Source: an optimization exercise on an open RTL-to-GDS flow (aim: small area). Production flows keep margins and buffers that such runs may drop. At most, simulation tests tie the RTL to the original design; equivalence was not proved. No driver is modelled on the clock port, so clock power and skew are understated where the tree is cut down; a real chip needs a root buffer or a tree. Power and IR drop assume default switching activity.

==> module caa_orsel, before the edit <==
module caa_orsel #(
    parameter W = 8
) (
    input  wire [W-1:0] c,
    input  wire [W-1:0] a,
    input  wire         sa,
    output wire [W-1:0] d
);
    assign d = c | (a & {W{sa}});
endmodule
==> module caa, before the edit <==
module caa (
    input  wire        clk,
    input  wire        rst,
    input  wire        cmd_valid,
    input  wire [23:0] cmd,
    output wire [15:0] cursor_o,
    output wire [15:0] csum_o,
    output wire [15:0] total_o,
    output wire [7:0]  rec_len_o,
    output wire [15:0] rec_addr_o,
    output wire [15:0] rec_csum_o,
    output wire        rec_valid_o,
    output wire [23:0] status_o,
    output wire        err_o,
    output wire [23:0] fcmd_o
);
    reg [15:0] addr_q;
    reg [15:0] csum_q;
    reg [4:0]  len_q;
    reg [4:0]  cnt_q;
    reg [1:0]  st_q;        
    reg [15:0] total_q;
    reg [4:0]  out_len_q;
    reg [15:0] out_addr_q;
    reg [15:0] out_csum_q;
    reg [2:0]  err_q;
    reg [23:0] fcmd_q;
    wire [4:0] cnt_p1, cnt_p2;
    caa_cntinc u_cnt (.cnt(cnt_q), .p1(cnt_p1), .p2(cnt_p2));
    wire nrst, fs, do_start, do_begin, do_end, do_term, do_d1, do_d2, do_cs, do_ld;
    wire s_ahold, s_chold, s_ohold, s_lhold, s_nhold;
    wire [2:0] code;
    wire [1:0] st_d;
    wire halted, in_rec, in_idle, rem0, rem1;
    caa_state u_st (
        .st_q(st_q), .err_q(err_q), .cnt_q(cnt_q), .cnt_p1(cnt_p1), .len_q(len_q),
        .halted(halted), .in_rec(in_rec), .in_idle(in_idle), .rem0(rem0), .rem1(rem1)
    );
    caa_decode u_dec (
        .rst(rst), .cmd_valid(cmd_valid), .cmd(cmd), .st_q(st_q),
        .halted(halted), .in_rec(in_rec), .in_idle(in_idle), .rem0(rem0), .rem1(rem1),
        .nrst(nrst), .fs(fs), .code(code),
        .do_start(do_start), .do_begin(do_begin), .do_end(do_end),
        .do_term(do_term), .do_d1(do_d1), .do_d2(do_d2), .do_cs(do_cs),
        .do_ld(do_ld), .s_ahold(s_ahold), .s_chold(s_chold), .s_ohold(s_ohold),
        .s_lhold(s_lhold), .s_nhold(s_nhold), .st_d(st_d)
    );
    wire [15:0] total_adv;
    caa_add16 u_tadd (.a(total_q), .b(len_q), .s(total_adv));
    wire [1:0] phase = {st_q[1] & st_q[0], in_rec};
    wire sel_c  = in_rec & cmd[21];
    wire sel_e  = in_rec & !cmd[21];
    wire sel_t  = !in_rec & cmd[20];
    wire sel_b  = !in_rec & !cmd[20];
    wire [7:0] pa, pb, pc, hi;
    caa_sel3 #(8) u_pa (.a(csum_q[7:0]), .sa(sel_c), .b(total_q[7:0]), .sb(sel_t),
                        .q(addr_q[7:0]), .sq(sel_e | sel_b), .d(pa));
    caa_or3sel #(8) u_pb (.c(cmd[15:8]), .a(total_q[15:8]), .sa(sel_t),
                          .b(addr_q[15:8]), .sb(sel_b), .d(pb));
    caa_sel2 #(8) u_hi (.a(csum_q[15:8]), .sa(sel_c), .q(addr_q[15:8]), .sq(sel_e), .d(hi));
    caa_orsel #(5) u_pc (.c(cmd[4:0]), .a(len_q), .sa(sel_e), .d(pc[4:0]));
    assign pc[7:5] = cmd[7:5];
    wire [15:0] sum;
    caa_csum_add u_sum (.pa(pa), .pb(pb), .pc(pc), .hi(hi), .s(sum));
    wire [15:0] addr_d, total_d, csum_d, out_addr_d, out_csum_d;
    wire [4:0]  len_d, cnt_d, out_len_d;
    wire [2:0]  err_d;
    wire [23:0] fcmd_d;
    caa_sel3 #(9) u_addr_lo (.a(cmd[8:0]), .sa(do_start), .b(sum[8:0]), .sb(do_end),
                             .q(addr_q[8:0]), .sq(s_ahold), .d(addr_d[8:0]));
    caa_sel3s     u_addr_9  (.a(cmd[9]), .sa(do_start), .b(sum[9]), .sb(do_end),
                             .q(addr_q[9]), .sq(s_ahold), .nrst(nrst), .d(addr_d[9]));
    caa_sel3 #(6) u_addr_hi (.a(cmd[15:10]), .sa(do_start), .b(sum[15:10]), .sb(do_end),
                             .q(addr_q[15:10]), .sq(s_ahold), .d(addr_d[15:10]));
    caa_sel2 #(16) u_total (.a(total_adv), .sa(do_end), .q(total_q), .sq(s_ahold), .d(total_d));
    caa_sel2 #(16) u_csum  (.a(sum), .sa(do_cs), .q(csum_q), .sq(s_chold), .d(csum_d));
    caa_sel3 #(16) u_ocsum (.a(csum_q), .sa(do_end), .b(sum), .sb(do_term),
                            .q(out_csum_q), .sq(s_ohold), .d(out_csum_d));
    caa_sel3 #(16) u_oaddr (.a(addr_q), .sa(do_end), .b(total_q), .sb(do_term),
                            .q(out_addr_q), .sq(s_ohold), .d(out_addr_d));
    caa_sel2 #(5)  u_olen  (.a(len_q), .sa(do_end), .q(out_len_q), .sq(s_ohold), .d(out_len_d));
    caa_sel2 #(5)  u_len   (.a(cmd[4:0]), .sa(do_begin), .q(len_q), .sq(s_lhold), .d(len_d));
    caa_sel3 #(5)  u_cntd  (.a(cnt_p1), .sa(do_d1), .b(cnt_p2), .sb(do_d2),
                            .q(cnt_q), .sq(s_nhold), .d(cnt_d));
    caa_sel2 #(3)  u_err   (.a(code), .sa(fs), .q(err_q), .sq(nrst), .d(err_d));
    caa_sel2 #(24) u_fcmd  (.a(cmd), .sa(fs), .q(fcmd_q), .sq(nrst), .d(fcmd_d));
    always @(posedge clk) begin
        addr_q      <= addr_d;
        total_q     <= total_d;
        csum_q      <= csum_d;
        len_q       <= len_d;
        cnt_q       <= cnt_d;
        st_q        <= st_d;
        out_len_q   <= out_len_d;
        out_addr_q  <= out_addr_d;
        out_csum_q  <= out_csum_d;
        err_q       <= err_d;
        fcmd_q      <= fcmd_d;
    end
    assign cursor_o    = addr_q;
    assign csum_o      = csum_q;
    assign total_o     = total_q;
    assign rec_len_o   = {3'b000, out_len_q};
    assign rec_addr_o  = out_addr_q;
    assign rec_csum_o  = out_csum_q;
    assign rec_valid_o = st_q[1];
    assign err_o       = halted;
    assign fcmd_o      = fcmd_q;
    assign status_o    = {3'b000, len_q, 3'b000, cnt_q, 1'b1, err_q, halted,
                          st_q[1], phase};
endmodule
==> flow/config.mk <==
export PLATFORM = sky130hd
export DESIGN_NAME = caa
export DESIGN_NICKNAME = caa
export VERILOG_FILES = /design/flow/design.v
export SDC_FILE = /design/flow/constraint.sdc
export NUM_CORES = 4
export LEC_CHECK = 0
export CAP_MARGIN = 20
export CORE_MARGIN = 2
export CORE_UTILIZATION = 40
export SLEW_MARGIN = 20
export SYNTH_HIERARCHICAL = 1
==> flow/constraint.sdc <==
create_clock -name core_clock -period 5.0 [get_ports {clk}]
set_input_delay 1.0000 -clock core_clock [delete_from_list [all_inputs] [get_ports {clk}]]
set_output_delay 1.0000 -clock core_clock [all_outputs]
set_load 0.01 [all_outputs]
standard.sh (not shown) runs the stock make flow with config.mk's settings and CLKGATE_MAP_FILE= SYNTH_SCRIPT=/design/flow/synth_recipe.tcl, a recipe that flattens the netlist after the stock synthesis.
==> flow/flow/run.sh <==
#!/bin/bash
# The standard ORFS layout (standard.sh) with two changes: small port
# buffers (buf_1) and, in place of TritonCTS, the two-level clock tree of
# flow/cts_pre.tcl. ORFS writes each tool's log under orfs/logs; make's own
# output goes to standard.log.
set -e
bash standard.sh BUFFER_PORTS_ARGS="-buffer_cell sky130_fd_sc_hd__buf_1" \
  PRE_CTS_TCL="$PWD/flow/cts_pre.tcl" CTS_CLK_NET=clk CTS_K=4 \
  CTS_LEAF_BUF=sky130_fd_sc_hd__clkbuf_16 CTS_ROOT_BUF="sky130_fd_sc_hd__clkbuf_8" \
  POST_GLOBAL_ROUTE_TCL="$PWD/flow/grt_post.tcl" finish > standard.log 2>&1
Other scripts of this flow, unchanged in this note and not shown: flow/flow/cts_pre.tcl, flow/flow/grt_post.tcl
The starting point finished with timing, DRC and antenna clean.
Next try:
--- a/flow/design.v
+++ b/flow/design.v
@@ -291,20 +291,10 @@
     assign in_rec  = !st_q[1] & st_q[0];
     assign in_idle = !st_q[0];
     assign rem0 = (cnt_q == len_q);
     assign rem1 = (cnt_p1 == len_q);
 endmodule
-module caa_orsel #(
-    parameter W = 8
-) (
-    input  wire [W-1:0] c,
-    input  wire [W-1:0] a,
-    input  wire         sa,
-    output wire [W-1:0] d
-);
-    assign d = c | (a & {W{sa}});
-endmodule
 module caa (
     input  wire        clk,
     input  wire        rst,
     input  wire        cmd_valid,
     input  wire [23:0] cmd,
@@ -348,41 +338,37 @@
         .do_start(do_start), .do_begin(do_begin), .do_end(do_end),
         .do_term(do_term), .do_d1(do_d1), .do_d2(do_d2), .do_cs(do_cs),
         .do_ld(do_ld), .s_ahold(s_ahold), .s_chold(s_chold), .s_ohold(s_ohold),
         .s_lhold(s_lhold), .s_nhold(s_nhold), .st_d(st_d)
     );
-    wire [15:0] total_adv;
+    wire [15:0] addr_adv, total_adv;
+    caa_add16 u_aadd (.a(addr_q),  .b(len_q), .s(addr_adv));
     caa_add16 u_tadd (.a(total_q), .b(len_q), .s(total_adv));
     wire [1:0] phase = {st_q[1] & st_q[0], in_rec};
-    wire sel_c  = in_rec & cmd[21];
-    wire sel_e  = in_rec & !cmd[21];
     wire sel_t  = !in_rec & cmd[20];
-    wire sel_b  = !in_rec & !cmd[20];
-    wire [7:0] pa, pb, pc, hi;
-    caa_sel3 #(8) u_pa (.a(csum_q[7:0]), .sa(sel_c), .b(total_q[7:0]), .sb(sel_t),
-                        .q(addr_q[7:0]), .sq(sel_e | sel_b), .d(pa));
+    wire sel_a  = !in_rec & !cmd[20];
+    wire [7:0] pa, pb;
+    caa_sel3 #(8) u_pa (.a(csum_q[7:0]), .sa(in_rec), .b(total_q[7:0]), .sb(sel_t),
+                        .q(addr_q[7:0]), .sq(sel_a), .d(pa));
     caa_or3sel #(8) u_pb (.c(cmd[15:8]), .a(total_q[15:8]), .sa(sel_t),
-                          .b(addr_q[15:8]), .sb(sel_b), .d(pb));
-    caa_sel2 #(8) u_hi (.a(csum_q[15:8]), .sa(sel_c), .q(addr_q[15:8]), .sq(sel_e), .d(hi));
-    caa_orsel #(5) u_pc (.c(cmd[4:0]), .a(len_q), .sa(sel_e), .d(pc[4:0]));
-    assign pc[7:5] = cmd[7:5];
+                          .b(addr_q[15:8]), .sb(sel_a), .d(pb));
     wire [15:0] sum;
-    caa_csum_add u_sum (.pa(pa), .pb(pb), .pc(pc), .hi(hi), .s(sum));
+    caa_csum_add u_sum (.pa(pa), .pb(pb), .pc(cmd[7:0]), .hi(csum_q[15:8] & {8{in_rec}}),
+                        .s(sum));
     wire [15:0] addr_d, total_d, csum_d, out_addr_d, out_csum_d;
     wire [4:0]  len_d, cnt_d, out_len_d;
     wire [2:0]  err_d;
     wire [23:0] fcmd_d;
-    caa_sel3 #(9) u_addr_lo (.a(cmd[8:0]), .sa(do_start), .b(sum[8:0]), .sb(do_end),
+    caa_sel3 #(9) u_addr_lo (.a(cmd[8:0]), .sa(do_start), .b(addr_adv[8:0]), .sb(do_end),
                              .q(addr_q[8:0]), .sq(s_ahold), .d(addr_d[8:0]));
-    caa_sel3s     u_addr_9  (.a(cmd[9]), .sa(do_start), .b(sum[9]), .sb(do_end),
+    caa_sel3s     u_addr_9  (.a(cmd[9]), .sa(do_start), .b(addr_adv[9]), .sb(do_end),
                              .q(addr_q[9]), .sq(s_ahold), .nrst(nrst), .d(addr_d[9]));
-    caa_sel3 #(6) u_addr_hi (.a(cmd[15:10]), .sa(do_start), .b(sum[15:10]), .sb(do_end),
+    caa_sel3 #(6) u_addr_hi (.a(cmd[15:10]), .sa(do_start), .b(addr_adv[15:10]), .sb(do_end),
                              .q(addr_q[15:10]), .sq(s_ahold), .d(addr_d[15:10]));
     caa_sel2 #(16) u_total (.a(total_adv), .sa(do_end), .q(total_q), .sq(s_ahold), .d(total_d));
     caa_sel2 #(16) u_csum  (.a(sum), .sa(do_cs), .q(csum_q), .sq(s_chold), .d(csum_d));
-    caa_sel3 #(16) u_ocsum (.a(csum_q), .sa(do_end), .b(sum), .sb(do_term),
-                            .q(out_csum_q), .sq(s_ohold), .d(out_csum_d));
+    caa_sel2 #(16) u_ocsum (.a(sum), .sa(do_ld), .q(out_csum_q), .sq(s_ohold), .d(out_csum_d));
     caa_sel3 #(16) u_oaddr (.a(addr_q), .sa(do_end), .b(total_q), .sb(do_term),
                             .q(out_addr_q), .sq(s_ohold), .d(out_addr_d));
     caa_sel2 #(5)  u_olen  (.a(len_q), .sa(do_end), .q(out_len_q), .sq(s_ohold), .d(out_len_d));
     caa_sel2 #(5)  u_len   (.a(cmd[4:0]), .sa(do_begin), .q(len_q), .sq(s_lhold), .d(len_d));
     caa_sel3 #(5)  u_cntd  (.a(cnt_p1), .sa(do_d1), .b(cnt_p2), .sb(do_d2),
What happened: The changed run ran to the end with no violations; global-route usage is lower by 2.9 points; area after synthesis is higher slightly; core utilization is lower by 2.4 points; cell area is lower by a few percent; total power is lower slightly; setup slack improved by 0.062 ns; worst hold slack improved by 0.0038 ns; maximum frequency is higher slightly; wire length is lower by roughly a tenth.
For the first run of this note, only the layout was checked, not whether the RTL still works. No run of this note takes its clock network from TritonCTS; it comes from the design's own scripts or RTL.

========
Starting RTL as in the previous note.
clock: 5.0 ns
lec_check: 0
cap_margin: 20
core_margin: 2
core_utilization: 40
slew_margin: 20
synth_hierarchical: 1
==> flow/flow/run.sh <==
#!/bin/bash
# The standard ORFS layout (standard.sh) with two changes: small port
# buffers (buf_1) and, in place of TritonCTS, the two-level clock tree of
# flow/cts_pre.tcl. ORFS writes each tool's log under orfs/logs; make's own
# output goes to standard.log.
set -e
bash standard.sh BUFFER_PORTS_ARGS="-buffer_cell sky130_fd_sc_hd__buf_1" \
  PRE_CTS_TCL="$PWD/flow/cts_pre.tcl" CTS_CLK_NET=clk CTS_K=4 \
  CTS_LEAF_BUF=sky130_fd_sc_hd__clkbuf_16 CTS_ROOT_BUF="sky130_fd_sc_hd__clkbuf_8" \
  finish > standard.log 2>&1
Other scripts of this flow, unchanged in this note and not shown: flow/flow/cts_pre.tcl
The first run finished with timing, DRC and antenna clean.
Edit:
--- a/flow/design.v
+++ b/flow/design.v
@@ -293,16 +293,6 @@
     assign rem0 = (cnt_q == len_q);
     assign rem1 = (cnt_p1 == len_q);
 endmodule
-module caa_orsel #(
-    parameter W = 8
-) (
-    input  wire [W-1:0] c,
-    input  wire [W-1:0] a,
-    input  wire         sa,
-    output wire [W-1:0] d
-);
-    assign d = c | (a & {W{sa}});
-endmodule
 module caa (
     input  wire        clk,
     input  wire        rst,
@@ -350,37 +340,33 @@
         .do_ld(do_ld), .s_ahold(s_ahold), .s_chold(s_chold), .s_ohold(s_ohold),
         .s_lhold(s_lhold), .s_nhold(s_nhold), .st_d(st_d)
     );
-    wire [15:0] total_adv;
+    wire [15:0] addr_adv, total_adv;
+    caa_add16 u_aadd (.a(addr_q),  .b(len_q), .s(addr_adv));
     caa_add16 u_tadd (.a(total_q), .b(len_q), .s(total_adv));
     wire [1:0] phase = {st_q[1] & st_q[0], in_rec};
-    wire sel_c  = in_rec & cmd[21];
-    wire sel_e  = in_rec & !cmd[21];
     wire sel_t  = !in_rec & cmd[20];
-    wire sel_b  = !in_rec & !cmd[20];
-    wire [7:0] pa, pb, pc, hi;
-    caa_sel3 #(8) u_pa (.a(csum_q[7:0]), .sa(sel_c), .b(total_q[7:0]), .sb(sel_t),
-                        .q(addr_q[7:0]), .sq(sel_e | sel_b), .d(pa));
+    wire sel_a  = !in_rec & !cmd[20];
+    wire [7:0] pa, pb;
+    caa_sel3 #(8) u_pa (.a(csum_q[7:0]), .sa(in_rec), .b(total_q[7:0]), .sb(sel_t),
+                        .q(addr_q[7:0]), .sq(sel_a), .d(pa));
     caa_or3sel #(8) u_pb (.c(cmd[15:8]), .a(total_q[15:8]), .sa(sel_t),
-                          .b(addr_q[15:8]), .sb(sel_b), .d(pb));
-    caa_sel2 #(8) u_hi (.a(csum_q[15:8]), .sa(sel_c), .q(addr_q[15:8]), .sq(sel_e), .d(hi));
-    caa_orsel #(5) u_pc (.c(cmd[4:0]), .a(len_q), .sa(sel_e), .d(pc[4:0]));
-    assign pc[7:5] = cmd[7:5];
+                          .b(addr_q[15:8]), .sb(sel_a), .d(pb));
     wire [15:0] sum;
-    caa_csum_add u_sum (.pa(pa), .pb(pb), .pc(pc), .hi(hi), .s(sum));
+    caa_csum_add u_sum (.pa(pa), .pb(pb), .pc(cmd[7:0]), .hi(csum_q[15:8] & {8{in_rec}}),
+                        .s(sum));
     wire [15:0] addr_d, total_d, csum_d, out_addr_d, out_csum_d;
     wire [4:0]  len_d, cnt_d, out_len_d;
     wire [2:0]  err_d;
     wire [23:0] fcmd_d;
-    caa_sel3 #(9) u_addr_lo (.a(cmd[8:0]), .sa(do_start), .b(sum[8:0]), .sb(do_end),
+    caa_sel3 #(9) u_addr_lo (.a(cmd[8:0]), .sa(do_start), .b(addr_adv[8:0]), .sb(do_end),
                              .q(addr_q[8:0]), .sq(s_ahold), .d(addr_d[8:0]));
-    caa_sel3s     u_addr_9  (.a(cmd[9]), .sa(do_start), .b(sum[9]), .sb(do_end),
+    caa_sel3s     u_addr_9  (.a(cmd[9]), .sa(do_start), .b(addr_adv[9]), .sb(do_end),
                              .q(addr_q[9]), .sq(s_ahold), .nrst(nrst), .d(addr_d[9]));
-    caa_sel3 #(6) u_addr_hi (.a(cmd[15:10]), .sa(do_start), .b(sum[15:10]), .sb(do_end),
+    caa_sel3 #(6) u_addr_hi (.a(cmd[15:10]), .sa(do_start), .b(addr_adv[15:10]), .sb(do_end),
                              .q(addr_q[15:10]), .sq(s_ahold), .d(addr_d[15:10]));
     caa_sel2 #(16) u_total (.a(total_adv), .sa(do_end), .q(total_q), .sq(s_ahold), .d(total_d));
     caa_sel2 #(16) u_csum  (.a(sum), .sa(do_cs), .q(csum_q), .sq(s_chold), .d(csum_d));
-    caa_sel3 #(16) u_ocsum (.a(csum_q), .sa(do_end), .b(sum), .sb(do_term),
-                            .q(out_csum_q), .sq(s_ohold), .d(out_csum_d));
+    caa_sel2 #(16) u_ocsum (.a(sum), .sa(do_ld), .q(out_csum_q), .sq(s_ohold), .d(out_csum_d));
     caa_sel3 #(16) u_oaddr (.a(addr_q), .sa(do_end), .b(total_q), .sb(do_term),
                             .q(out_addr_q), .sq(s_ohold), .d(out_addr_d));
     caa_sel2 #(5)  u_olen  (.a(len_q), .sa(do_end), .q(out_len_q), .sq(s_ohold), .d(out_len_d));
Clock power grows by about 1%. Die area went up by 1.1%. Routed wire length fell by 9.7%. Synthesized area came out higher by 1.2%. Synthesized cell count drops by 1.6%. Cell count shrinks by 2.5%.
The RTL of the first run of this note was laid out without a check of its function. No run of this note takes its clock network from TritonCTS; it comes from the design's own scripts or RTL.

## port drivers added, routing unchanged
The flow's constraints put no driver on any port. The routed layouts listed below were extracted and timed again, unchanged, in two steps. Step 1, drivers: a clkbuf_16 drives clk and a buf_2 each remaining input, both assumed. Step 2 times the ports against the registers' clock, not the clock port: input delays grow and output delays shrink by t, the midpoint of the rising clock arrivals with the driver on. Three values: no drivers, after step 1, after step 2; two values: the first two.
| run | t (ns) | slack for setup (ns) | latest minus earliest clock arrival (ns) | worst register clock-pin slew, ns |
|---|---|---|---|---|
| the first run of note 1 | 0.417 | 0.116 / 0.109 / -0.309 | 0.015 / 0.015 | 0.12 / 0.12 |
| the second run of note 1 | 0.435 | 0.179 / 0.195 / -0.240 | 0.012 / 0.012 | 0.12 / 0.12 |
| the first run of note 2 | 0.419 | 0.106 / 0.099 / -0.320 | 0.014 / 0.014 | 0.12 / 0.12 |
| the second run of note 2 | 0.435 | 0.192 / 0.207 / -0.228 | 0.010 / 0.010 | 0.12 / 0.12 |
With both steps, setup timing fails in every run listed, where it was met with ideal ports. For the first run of note 2, which loses most, drivers alone change the setup slack by -0.007 ns; drivers and shift together by -0.426 ns.
